This is an optimization exercise on Yosys and OpenROAD, whose aim is small area, a short achievable clock period and few clock cycles, not a production implementation.
Only simulation tests tie the RTL to the original design; equivalence was not proved.
Power and IR drop assume default switching activity.

Design mcb_core, start of the top module:
module mcb_core #(
    parameter EDGE_DEPTH = 32,              
    parameter AW         = 5                
) (
    input  wire        clk,
    input  wire        rst,
    input  wire        cmd_valid,
    output wire        cmd_ready,
    input  wire [63:0] cmd_data,
    output wire        evt_valid,
    input  wire        evt_ready,
    output wire [63:0] evt_data,
    output wire        irq
);
Size in the first run: roughly 33000 cells after synthesis, about 6800 flip-flops, about 140 I/O pins, about 0.33 sq mm of cells after synthesis.
Settings: LEC_CHECK=0, ABC_AREA=1, CAP_MARGIN=30, CORE_MARGIN=2, CORE_UTILIZATION=45, CTS_CLUSTER_DIAMETER=60, CTS_CLUSTER_SIZE=30, SETUP_SLACK_MARGIN=5, SLEW_MARGIN=30, TNS_END_PERCENT=10; clock period 12.0 ns.
run.sh (not shown) runs the stock make flow with config.mk's settings and CLKGATE_MAP_FILE= SYNTH_SCRIPT=/design/flow/synth_recipe.tcl, a recipe that flattens the netlist after the stock synthesis.
The starting point completed without violations.
Testbench counts at the start, summed over its fixed seeds: cycles 6,978.
Change:
- CORE_UTILIZATION: 45 -> 55
- PLACE_DENSITY: not set -> 0.75
- TNS_END_PERCENT: 10 -> not set
Result: The new run completed without violations. Die area drops by about a fifth. Critical path depth climbs by 29. Worst setup slack gains 0.32 ns. Fmax climbs by a few percent. Power drops slightly. Clock-buffer cell count drops by 39. Sequential power stays flat. Routed wire length drops by a few percent. Design area drops slightly. Utilization climbs by 11 points.
Change:
- CORE_UTILIZATION: 55 -> 45
After rerunning:
- Now the flow finished but failed the layout checks on max-capacitance violations, max-slew violations
- die area is higher by 22%
- worst setup slack degrades by 0.031 ns
- hold slack improves by 0.0067 ns
- synthesized cell count is unchanged
Change:
- PLACE_DENSITY: 0.75 -> not set
- TNS_END_PERCENT: not set -> 0
This time the run completed with no timing, DRC or antenna violations; combinational power falls by about 2%; final area barely changes; power went up by 1.5%; first-iteration DRC count came out lower by 14%; sequential share of layout area stays flat; sequential cell count does not change; maximum frequency drops by 2.1%.

---

Starting RTL as in the previous note.
## mcb_core
module mcb_core #(
    parameter EDGE_DEPTH = 32,              
    parameter AW         = 5                
) (
    input  wire        clk,
    input  wire        rst,
    input  wire        cmd_valid,
    output wire        cmd_ready,
    input  wire [63:0] cmd_data,
    output wire        evt_valid,
    input  wire        evt_ready,
    output wire [63:0] evt_data,
    output wire        irq
);
    localparam [1:0] LV_LOW = 2'd0, LV_MID = 2'd1, LV_HIGH = 2'd2;
    localparam [1:0] CH_EMPTY = 2'd0, CH_OPEN = 2'd1, CH_CLOSED = 2'd2, CH_FAILED = 2'd3;
    localparam [2:0] AS_IDLE = 3'd0, AS_LEN = 3'd1, AS_DATA = 3'd2, AS_SUM = 3'd3, AS_END = 3'd4;
    localparam [3:0] OP_NOP = 4'h0, OP_SAMPLE = 4'h1, OP_CLOSE = 4'h2, OP_QUERY = 4'h3,
                     OP_DECODE = 4'h4, OP_ASM_BYTE = 4'h5, OP_ASM_CLEAR = 4'h6,
                     OP_EDGE_RD = 4'h7, OP_CSR_RD = 4'h8, OP_CSR_WR = 4'h9, OP_CLEAR = 4'hA;
    localparam [7:0] E_ILLEGAL_OP = 8'h01, E_RSVD_NONZERO = 8'h02, E_BAD_LEVEL = 8'h03,
                     E_CH_NOT_OPEN = 8'h04, E_OUT_OF_ORDER = 8'h05, E_EMPTY_CHANNEL = 8'h06,
  ...
Settings: LEC_CHECK=0, ABC_AREA=1, CAP_MARGIN=30, CORE_MARGIN=2, CORE_UTILIZATION=40, CTS_CLUSTER_DIAMETER=60, CTS_CLUSTER_SIZE=30, SETUP_SLACK_MARGIN=5, SLEW_MARGIN=30; clock period 12.0 ns.
The first run finished with timing, DRC and antenna clean.
Testbench counts at the start, summed over its fixed seeds: cycles 6,978.
Rerun with:
Settings changed: CORE_UTILIZATION 40 to 45.
Sequential cell count does not change.
Wire length is higher by 0.49%.
Non-clock buffer count rose by 70.
Synthesized cell count is unchanged.
Setup slack gets better by 0.011 ns.
Total power fell by 0.66%.
First-iteration DRC count decreases by 3.9%.
Sequential power hardly moves.
Sequential share of layout area barely changes.
Final area is about the same.
Rerun with:
Settings changed: ABC_AREA 1 to unset.
=>
- cell count decreases by roughly a tenth
- synthesized cell count decreases by about a fifth
- worst hold slack gets better by 0.026 ns
- design area increases slightly
- clock skew stays flat
- die area decreases slightly
- clock power is about the same
- non-clock buffer count increases by 775
- combinational power increases by a few percent
- worst setup slack gets worse by 1.7 ns
- via count decreases by a few percent

## what the ideal ports hide
No port has a modelled driver above. Below, the same layouts with a new extraction and two added sets of constraints.
Step 1 sets driving cells, clkbuf_16 on the clock port and buf_2 on the other inputs (assumed; they add their load-dependent delay and slew).
Step 2 times the ports against the registers' clock, not the clock port: input delays grow and output delays shrink by t, the midpoint of the rising clock arrivals with the driver on.
Three values: ideal, step 1, step 2; two values: the first two.
run | t (ns) | setup slack, ns | worst setup path at the end | worst slew at a driven data input, ns
the first run of note 1 | 1.325 | 4.057 / 4.057 / 3.151 | input to register | 0.51
the second run of note 1 | 1.286 | 4.381 / 4.381 / 3.266 | input to register | 0.40
the third run of note 1 | 1.313 | 4.350 / 4.350 / 3.512 | input to register | 0.21
the fourth run of note 1 | 1.318 | 4.183 / 4.183 / 3.071 | input to register | 0.58
the first run of note 2 | 1.313 | 4.579 / 4.579 / 3.574 | input to register | 0.44
the second run of note 2 | 1.309 | 4.591 / 4.591 / 3.491 | input to register | 0.44
the third run of note 2 | 1.370 | 2.869 / 2.869 / 2.869 | register to register | 0.41
For the second run of note 1, which loses most, drivers alone change the setup slack by 0.000 ns; drivers and shift together by -1.115 ns.
